Source: an optimization exercise on an open RTL-to-GDS flow (aim: small area, a short achievable clock period and few clock cycles). Production flows keep margins and buffers that such runs may drop.
Function not checked in this run: the RTL went through the layout flow alone.
No activity file was given, so power comes from the tool's default toggle rates.

`flow/config.mk`:
```
export PLATFORM = sky130hd
export DESIGN_NAME = tcpu_apply
export DESIGN_NICKNAME = tcpu_apply
export VERILOG_FILES = /design/flow/design.v
export SDC_FILE = /design/flow/constraint.sdc
export NUM_CORES = 4
export LEC_CHECK = 0
export CAP_MARGIN = 20
export CORE_MARGIN = 2
export CORE_UTILIZATION = 60
export SETUP_SLACK_MARGIN = 3.5
export SLEW_MARGIN = 20
```
`flow/constraint.sdc`:
```
create_clock -name core_clock -period 8.0 [get_ports {clk}]
set_input_delay 1.6000 -clock core_clock [delete_from_list [all_inputs] [get_ports {clk}]]
set_output_delay 1.6000 -clock core_clock [all_outputs]
set_load 0.01 [all_outputs]
```
`flow/design.v`:
```
module tcpu_apply (
    input  wire        clk,
    input  wire        rst,           
    input  wire        start,         
    input  wire [31:0] plen,          
    input  wire [24:0] tlen,          
    output wire        busy,
    output reg         done,          
    output wire [3:0]  result,
    output wire [3:0]  sub,
    output wire [31:0] errinfo,
    output wire [1:0]  pst,
    output reg  [31:0] psc,
    output wire [31:0] applied,
    output wire        src_re,
    output wire [29:0] src_addr,      
    input  wire [31:0] src_rdata,     
    output wire        tgt_we,
    output wire [22:0] tgt_addr,      
    output wire [3:0]  tgt_be,
    output wire [31:0] tgt_wdata
);
    localparam [39:0] PATCH_MAGIC = 40'h5041544348;  
    localparam [23:0] EOF_MARK    = 24'h454F46;      
    localparam [2:0] S_IDLE  = 3'd0,
                     S_HDR   = 3'd1,    
                     S_REC   = 3'd2,    
                     S_RUN   = 3'd3,    
                     S_LIT   = 3'd4,    
                     S_RLE   = 3'd5,    
                     S_SKIP  = 3'd6;    
    localparam [1:0] OC_NONE = 2'd0,    
                     OC_OK   = 2'd1,    
                     OC_CORR = 2'd2,    
                     OC_WF   = 2'd3;    
    reg [2:0]  state;
    reg [1:0]  oc;
    reg [2:0]  subc;
    reg [29:0] apc;           
    reg [31:0] av;            
    reg        avz17;         
    reg        avz3;          
    reg        q0v;           
    reg [31:0] q0;
    reg [22:0] wa;            
    reg [1:0]  lstart;        
    reg [15:0] nrem;          
    reg        lastr;         
    reg [7:0]  fill;
    reg [3:0]  tmask;         
    reg [1:0]  rot;           
    reg        rwrap;         
    reg        we_r;
    reg [3:0]  be_r;
    reg [22:0] addr_r;
    reg [31:0] wdata_r;
    assign busy    = state != S_IDLE;
    assign result  = {1'b0, oc[1], 1'b0, oc[1] & oc[0]};
    assign sub     = {1'b0, subc};
    assign pst     = {oc == OC_CORR, oc == OC_OK};
    assign applied = {2'd0, apc};
    assign errinfo = (oc == OC_CORR) ? psc :
                     (oc == OC_WF)   ? {7'd0, wa, lstart} : {2'd0, apc};
    wire [31:0] hi    = rwrap ? q0 : src_rdata;
    wire [63:0] win   = {hi, q0} >> {rot, 3'b000};
    wire [7:0]  b0 = win[7:0], b1 = win[15:8], b2 = win[23:16],
                b3 = win[31:24], b4 = win[39:32];
    wire [23:0] f_off  = {b0, b1, b2};
    wire [7:0]  q0b0 = q0[7:0],   q0b1 = q0[15:8],  q0b2 = q0[23:16], q0b3 = q0[31:24];
    wire [7:0]  rdb0 = src_rdata[7:0],   rdb1 = src_rdata[15:8],
                rdb2 = src_rdata[23:16], rdb3 = src_rdata[31:24];
    reg         is_eof, size0;
    always @(*) begin
        case (rot)
            2'd0: begin
                is_eof = {q0b0, q0b1, q0b2} == EOF_MARK;
                size0  = q0b3 == 8'd0 && rdb0 == 8'd0;
            end
            2'd1: begin
                is_eof = {q0b1, q0b2, q0b3} == EOF_MARK;
                size0  = rdb0 == 8'd0 && rdb1 == 8'd0;
            end
            2'd2: begin
                is_eof = {q0b2, q0b3, rdb0} == EOF_MARK;
                size0  = rdb1 == 8'd0 && rdb2 == 8'd0;
            end
            default: begin
                is_eof = {q0b3, rdb0, rdb1} == EOF_MARK;
                size0  = rdb2 == 8'd0 && rdb3 == 8'd0;
            end
        endcase
    end
    wire        is_magic = {q0b0, q0b1, q0b2, q0b3, rdb0} == PATCH_MAGIC;
    wire [15:0] f_size = {b3, b4};
    wire [15:0] f_run  = {b0, b1};
    wire        av_hi0  = avz17;
    wire        av_hi2  = avz3;
    wire        av0     = av_hi2 && ~|av[2:0];
    wire        av_lt3  = av_hi2 && !av[2] && !(av[1] && av[0]);
    wire        av_lt5  = av_hi2 && !(av[2] && (av[1] || av[0]));
    wire        c6r     = av_hi0 && !av[16] && (av[15:0] < nrem);
    wire        skip   = state == S_SKIP;
    wire [3:0]  lane_ge = 4'b1111 << lstart;
    reg  [3:0]  lane_lt;      
    always @(*) begin
        case ({!lastr || nrem[2], nrem[1:0]})
            3'b000: lane_lt = 4'b0000;
            3'b001: lane_lt = 4'b0001 << lstart;
            3'b010: lane_lt = 4'b0011 << lstart;
            3'b011: lane_lt = 4'b0111 << lstart;
            default: lane_lt = 4'b1111;
        endcase
    end
    wire [3:0]  inrange = lane_ge & lane_lt;
    wire [3:0]  badl    = inrange & ~tmask;
    wire        wfail   = |badl;
    wire [1:0]  fail_lane = badl[0] ? 2'd0 : badl[1] ? 2'd1 : badl[2] ? 2'd2 : 2'd3;
    wire [2:0]  room  = skip ? 3'd4 : 3'd4 - {1'b0, lstart};
    wire        last  = lastr;
    wire [2:0]  k     = last ? nrem[2:0] : room;
    wire [3:0]  room4 = {1'b0, room} + 4'd4;
    wire        last_nx = (nrem[15:4] == 12'd0) && (nrem[3:0] <= room4);
    wire [2:0]  lend  = {1'b0, psc[1:0]} + nrem[2:0];
    wire        lpop  = lastr ? lend[2] : !rwrap;
    wire        lit_go = (state == S_LIT) && q0v && !c6r;
    wire        rle_go = (state == S_RLE);
    wire [22:0] wa_nx  = (state == S_REC) ? {1'b0, f_off[23:2]} : wa + 23'd1;
    wire [22:0] tw     = tlen[24:2];
    reg  [3:0]  tmask_nx;
    always @(*) begin
        if (wa_nx < tw)
            tmask_nx = 4'b1111;
        else if (wa_nx == tw)
            tmask_nx = (4'b0001 << tlen[1:0]) - 4'd1;
        else
            tmask_nx = 4'b0000;
    end
    reg [2:0] inc;
    always @(*) begin
        inc = 3'd0;
        case (state)
            S_HDR:  if (q0v && !av_lt5) inc = 3'd5;
            S_REC:  if (q0v && !av_lt3) inc = av_lt5 ? 3'd3 : 3'd5;
            S_RUN:  if (q0v && !av_lt3) inc = 3'd3;
            S_LIT:  if (q0v && !c6r) inc = k;
            S_SKIP: inc = k;
            default: inc = 3'd0;
        endcase
    end
    wire [1:0]  p5     = psc[1:0] + 2'd1;      
    wire [28:0] pinc   = psc[31:3] + 29'd1;
    wire [3:0]  plo    = {1'b0, psc[2:0]} + {1'b0, inc};
    wire [3:0]  p3lo   = {1'b0, psc[2:0]} + 4'd3;
    wire        eofx   = (state == S_REC) && q0v && !av_lt3 && is_eof;
    wire [3:0]  pnlo   = eofx ? p3lo : plo;
    wire [31:0] psc_nx = {pnlo[3] ? pinc : psc[31:3], pnlo[2:0]};
    wire [28:0] adec   = av[31:3] - 29'd1;
    reg [2:0] ainc;
    always @(*) begin
        ainc = 3'd0;
        case (state)
            S_HDR:  if (q0v) ainc = 3'd5;
            S_REC:  if (q0v) ainc = 3'd5;
            S_RUN:  if (q0v) ainc = 3'd3;
            S_LIT:  if (q0v) ainc = k;
            S_SKIP: ainc = k;
            default: ainc = 3'd0;
        endcase
    end
    wire [3:0]  alo    = {1'b0, av[2:0]} - {1'b0, ainc};
    wire [31:0] av_nx  = {alo[3] ? adec : av[31:3], alo[2:0]};
    wire [31:0] av_d   = (state == S_IDLE) ? plen : av_nx;
    reg [1:0] pop;
    always @(*) begin
        case (state)
            S_HDR:   pop = 2'd1;
            S_REC:   pop = (psc[1:0] == 2'd3) ? 2'd2 : 2'd1;
            S_RUN:   pop = (psc[1:0] != 2'd0) ? 2'd1 : 2'd0;
            S_LIT:   pop = lpop ? 2'd1 : 2'd0;
            default: pop = 2'd0;
        endcase
        if (!q0v) pop = 2'd0;
    end
    assign src_re    = !busy || !q0v || (pop != 2'd0);
    assign src_addr  = !busy ? 30'd0 :
                       {(q0v || psc[2]) ? pinc : psc[31:3], ~(q0v ^ psc[2])};
    wire [3:0]  be_c     = (lit_go || rle_go) ? (inrange & tmask) : 4'b0000;
    assign tgt_addr  = addr_r;
    assign tgt_be    = be_r;
    assign tgt_we    = we_r;
    assign tgt_wdata = wdata_r;
    always @(posedge clk) begin
        if (rst) begin
            we_r <= 1'b0;
            be_r <= 4'b0000;
        end else begin
            we_r <= |be_c;
            be_r <= be_c;
        end
        addr_r  <= wa;
        wdata_r <= rle_go ? {4{fill}} : win[31:0];
    end
    task finish;
        input [1:0] c;
        input [2:0] s;
        begin
            oc    <= c;
            subc  <= s;
            done  <= 1'b1;
            state <= S_IDLE;
        end
    endtask
    always @(posedge clk) begin
        if (rst) begin
            state <= S_IDLE;
            done  <= 1'b0;
            oc    <= OC_NONE;
            subc  <= 3'd0;
            psc   <= 32'd0;
            apc   <= 30'd0;
            q0v   <= 1'b0;
        end else begin
            done <= 1'b0;
            psc  <= psc_nx;
            av    <= av_d;
            avz17 <= ~|av_d[31:17];
            avz3  <= ~|av_d[31:3];
            if (!(state == S_LIT && !q0v)) begin
                rot   <= plo[1:0];
                rwrap <= 1'b0;
            end
            if (busy) begin
                if (!q0v) begin
                    q0  <= src_rdata;
                    q0v <= 1'b1;
                end else if (pop == 2'd1) begin
                    q0  <= src_rdata;
                end else if (pop == 2'd2) begin
                    q0v <= 1'b0;
                end
            end
            case (state)
            S_IDLE: begin
                if (start) begin
                    psc    <= 32'd0;
                    q0v    <= 1'b0;
                    lstart <= 2'd0;
                    rot    <= 2'd0;
                    rwrap  <= 1'b0;
                    state  <= S_HDR;
                end
            end
            S_HDR: begin
                apc <= 30'd0;          
                if (q0v) begin
                    if (av_lt5)
                        finish(OC_CORR, 3'd1);
                    else if (!is_magic)
                        finish(OC_CORR, 3'd2);
                    else
                        state <= S_REC;
                end
            end
            S_REC: if (q0v) begin
                wa     <= wa_nx;
                tmask  <= tmask_nx;
                lstart <= f_off[1:0];
                nrem   <= f_size;
                lastr  <= {14'd0, f_size} <= 16'd4 - {14'd0, f_off[1:0]};
                if (av0)
                    finish(OC_OK, 3'd1);
                else if (av_lt3)
                    finish(OC_CORR, 3'd3);
                else if (is_eof)
                    finish(OC_OK, 3'd0);
                else if (av_lt5)
                    finish(OC_CORR, 3'd4);
                else if (size0)
                    state <= S_RUN;
                else
                    state <= S_LIT;    
                if (!size0) begin
                    rot   <= p5 - f_off[1:0];
                    rwrap <= p5 < f_off[1:0];
                end
            end
            S_RUN: if (q0v) begin
                nrem <= f_run;
                lastr <= {14'd0, f_run} <= 16'd4 - {14'd0, lstart};
                fill <= b2;
                if (av_lt3)
                    finish(OC_CORR, 3'd5);
                else
                    state <= S_RLE;
            end
            S_LIT, S_RLE: if (state == S_LIT && c6r) begin
                finish(OC_CORR, 3'd6);
            end else if (state == S_RLE || q0v) begin
                nrem  <= nrem - {13'd0, k};
                lastr <= last_nx;
                if (wfail) begin
                    lstart <= fail_lane;
                    state  <= S_SKIP;
                    if (!(state == S_LIT && !last)) begin
                        nrem  <= 16'd0;
                        lastr <= 1'b1;
                    end
                end else begin
                    wa     <= wa_nx;
                    tmask  <= tmask_nx;
                    lstart <= 2'd0;
                    if (last) begin
                        apc   <= apc + 30'd1;
                        state <= S_REC;
                    end
                end
            end
            S_SKIP: begin
                nrem  <= nrem - {13'd0, k};
                lastr <= last_nx;
                if (last)
                    finish(OC_WF, 3'd0);
            end
            default: state <= S_IDLE;
            endcase
        end
    end
endmodule
```
`flow/flow/run.sh`:
```
#!/bin/bash
# The standard layout (standard.sh: ORFS from synthesis to finish), except that each
# port gets the smallest plain buffer, sky130_fd_sc_hd__buf_1, where buffer_ports would
# otherwise pick the delay cell clkdlybuf4s50_1. Every port is still buffered, and the
# timing repair that follows may resize these buffers as it does any other cell.
set -euo pipefail
export BUFFER_PORTS_ARGS="-buffer_cell sky130_fd_sc_hd__buf_1"
bash standard.sh > standard.log 2>&1
```
`flow/standard.sh`:
```
#!/bin/bash
# synth_recipe.tcl (not shown) runs the flow's synth.tcl, then flattens the netlist and writes it again
# the make line also repeats each setting of config.mk as NAME=value (left out here)
make -C /OpenROAD-flow-scripts/flow DESIGN_CONFIG=/design/flow/config.mk WORK_HOME=/design/flow/orfs CLKGATE_MAP_FILE= SYNTH_SCRIPT=/design/flow/synth_recipe.tcl "${@:-finish}"
```
==> results.py <==
metrics = {
    "global_route": {
        "track_usage_pct": 37.62,
        "grt_pass1_wl_um": 85470,
        "grt_max_degree": 87,
        "antenna_found_initial": 0,
        "grt_pass1_vias": 15200,
        "overflow": 0,
    },
    "worst_setup_path": {
        "timing.rr.start": "lstart[0]$_DFFE_PP_",
        "cp-end-kind": "output port",
        "slowest_delay_ps": 360,
        "cp_cell_sequence": "ha_2, nand3_2, or2_4, nor4_4, nand3_1, buf_4, buf_4, buf_4, buf_4, nor2_2, xnor2_1, nor2_1, buf_2",
        "start_kind": "flip-flop",
        "arrival_ps": 2950,
        "cp.required_ps": 6400,
        "criticalPathCategory": "flip-flop to output port",
        "crit_path_frequent_cell": "buf_4",
        "rr_worst_depth": 15,
        "r2r-end": "avz3$_DFFE_PN_",
        "cp_max_fo": 4,
        "crit_slowest_cell": "dfxtp_4",
        "reg2reg_slack_ps": 3570,
    },
    "logic_synthesis": {
        "synth.avg_cell_area_um2": 8.323,
        "synth_warnings": 1,
        "yosysUniqueCellTypes": 80,
        "ys_seq_elements": 255,
        "synth_enable_flop_cells": 123,
        "yosysTopAreaCellShare_pct": 22.06,
        "ys.flop_type": "dfxtp_1",
        "synth-async-reset-ratio_pct": 0,
        "synth_cells": 2012,
        "synth.yosys.seq_area_share_pct": 37.84,
        "synthTopCellsByArea": "edfxtp_1 (22%), dfxtp_1 (16%), nand2_1 (5.6%)",
        "synth.cell_area_um2": 16750,
        "synth_largest_area_cell": "edfxtp_1",
    },
    "sta": {
        "hold-worst-slack_ps": 488.1,
        "hold_viol_final": 0,
        "max_freq_ghz": 0.2198,
        "worstMarginPinSlew_ps": 1096,
        "rsz0062_at_grt": "true",
        "finalCriticalPeriod_ps": 4550,
        "slew_viol_final": 0,
        "final.setup.tns_ps": 0,
        "finClkSkew_ps": 18.14,
        "setup_viol": 0,
        "slew_headroom_pct": 26.95,
        "finalCritPeriodShare_pct": 56.88,
    },
    "place": {
        "placed_cell_area_um2": 17970,
        "hpwl_um": 41710,
        "portBuffers": 285,
        "gp_congestion": 1.001,
    },
    "flow_run": {
        "drv_cap": 0,
    },
    "clock_network": {
        "path_clk_slew_ps": 70,
        "htreeDepth": 1,
        "cts_tree": "done",
        "clock_latency_ps": 570,
        "numCtsBuffers": 28,
        "clockBufferDepth": 3,
        "numClockSinks": 255,
        "ctsHoldBuffers": 0,
        "cts_root_buffer": "clkbuf_16",
    },
    "layout": {
        "fillers": 2353,
        "layout_common_cells": "buf_1 (280), nand2_1 (249), nor2_1 (213), o21ai_0 (160), a21oi_1 (132)",
        "final_common_cell": "buf_1",
        "nets": 2431,
        "area_delta_synth_final_pct": 16.01,
        "drive_gt1_share_pct": 9.720,
        "stdcell_area_um2": 19430,
    },
    "power": {
        "seqPwrFrac_pct": 33.9,
        "p_clk_share_pct": 20.7,
        "p_int_mw": 3.459,
        "peakVddDrop_uv": 226.5,
        "leakagePower_nw": 6.969,
        "power_switching_mw": 2.852,
        "p_comb_share_pct": 45.4,
        "power_switching_share_pct": 45.19,
        "powerDensity_nw_per_um2": 324.9,
    },
    "detailed_routing": {
        "wl_um": 56950,
        "post_drt_wl_per_cell_um": 21.39,
        "drc": 0,
        "ant_nets": 0,
        "firstDrtPassIters": 8,
        "vias": 16880,
        "drt-initial-drc-count": 2143,
        "via_per_inst": 6.338,
    },
    "floorplan": {
        "chipWidth_um": 171.1,
        "ioPinCount": 291,
        "rows": 61,
        "start_util_pct": 60.61,
        "dieArea_um2": 29260,
        "core-area_um2": 27630,
        "fp.dieH_um": 171.1,
    },
    "min_path": {
        "whs_path_depth": 0,
        "worst_hold_path.endpoint": "addr_r[3]$_DFF_P_",
        "min_path_type": "flip-flop to flip-flop",
        "worstHoldStart": "wa[3]$_DFFE_PP_",
    },
    "status": {
        "outcome": "timing/DRC/antenna clean",
    },
}
-- state kept, by name (all words and copies together) (netlist names) --
name     cells
rwrap        1
apc         30
rot          2
state        3
q0          32
q0v          1
avz17        1
oc           2
be_r         4
we_r         1
av          32
subc         3
wdata_r     32
lstart       2
wa          23
addr_r      23
avz3         1
nrem        16
done         1
lastr        1
tmask        4
psc         32
fill         8
-- timing repair --
item                                    CTS  global route
endpoints found under the setup margin   67            45
gates resized for setup                  60            27
setup buffers                            28             6
pin swaps                                10             5
-- Yosys cell counts (42+ instances only) --
cell type and instances:
nand2_1 250, nor2_1 217, o21ai_0 165, a21oi_1 133, dfxtp_1 132, edfxtp_1 123, clkbuf_1 99, inv_1 99
xnor2_1 77, ha_1 73, nand3_1 65, mux2i_1 63, nor3_1 57, or3_1 53, nor4_1 42
-- area by class of cell --
type / count / area (µm²) / share of cell area (%)
diodes: 1 / 2.502 / 0.01288
clock buffers: 37 / 797.0 / 4.103
multi-input cells: 1536 / 9733 / 50.10
well taps: 378 / 473.0 / 2.434
clock inverters: 15 / 137.6 / 0.7084
flip-flops and latches: 255 / 6401 / 32.95
inverters: 103 / 390.4 / 2.009
repair buffers: 338 / 1493 / 7.683
-- critical path: cells and delay by family (launching register included) --
| family | cells | cell delay (ps) |
|---|---|---|
| xor+xnor | 1 | 120 |
| fa+ha+maj | 1 | 190 |
| buf+inv | 5 | 710 |
| flops | 1 | 360 |
| simple gates | 6 | 990 |
-- through the flow --
step	util, %	total power, mW	std cells	setup slack [ps]
2_1_floorplan	-	3.962	2016	3811
3_3_place_gp	65.05	4.831	2576	2976
3_5_place_dp	65.05	4.899	2576	2802
4_1_cts	69.72	6.214	2656	3447
5_1_grt	70.31	6.656	2662	3345
6_report	70.32	6.311	2663	3450
-- routing by layer --
metal	GRT usage, %	vias to the layer above	routed length, µm
li1	-	7718	-
met1	50.27	7960	22430
met2	59.36	1016	25500
met3	5.714	185	5670
met4	19.27	0	3349
met5	0	-	0
-- worst max path at each step --
stage / startpoint / endpoint / slack (ps) / depth (start not counted)
after floorplan: lstart[0]$_DFFE_PP_ / avz3$_DFFE_PN_ / 3810 / 17
after global placement: state[0]$_SDFFE_PP0P_ / avz3$_DFFE_PN_ / 2980 / 15
after detailed placement: state[0]$_SDFFE_PP0P_ / avz3$_DFFE_PN_ / 2800 / 15
after CTS: psc[11]$_SDFF_PP0_ / src_addr[27] / 3450 / 9
after global routing: psc[3]$_SDFF_PP0_ / src_addr[23] / 3340 / 13
final: psc[4]$_SDFF_PP0_ / src_addr[23] / 3450 / 13
-- logic make-up (layout without fill, tap and decap cells) --
logic type	count (synthesis)	in the layout	synth area share (%)
buffers and inverters	225	493	5.297
muxes	90	90	6.142
other	1	6	0.02239
xor gates and xnor gates	103	103	5.387
DFF	255	255	37.84
and+or+nand+nor	820	820	23.48
AOI/OAI and AO/OA	441	441	15.91
adders and majority gates	77	77	5.932
-- power by group through the flow --
stage	sequential (mW)	combinational [mW]	clock, mW
after floorplan	2.01	1.96	0
after global placement	2.15	2.68	0
after detailed placement	2.15	2.75	0
after CTS	2.12	2.78	1.31
after global routing	2.17	3.13	1.36
final	2.14	2.86	1.31

## what the ideal ports hide
The results above use ideal ports. As a check the final layout listed here was re-extracted and re-timed, cells and wires unchanged. Step 1: set_driving_cell puts a clkbuf_16 on clk and a buf_2 on each other input, an assumption about the parent block. Step 2 also shifts input and output timing later by t, the mid clock arrival at the registers, as if the neighbouring blocks saw the same clock. Slacks: no drivers / after step 1 / after step 2; pairs: no drivers / after step 1.
t (ns): 0.614
slack for setup (ns): 3.450 / 3.400 / 3.080
worst setup path at the end: input to register
worst data-port slew with drivers (ns): 0.08
After both steps setup and hold are still met in this run. For this run, drivers alone change the setup slack by -0.050 ns; drivers and shift together by -0.370 ns.
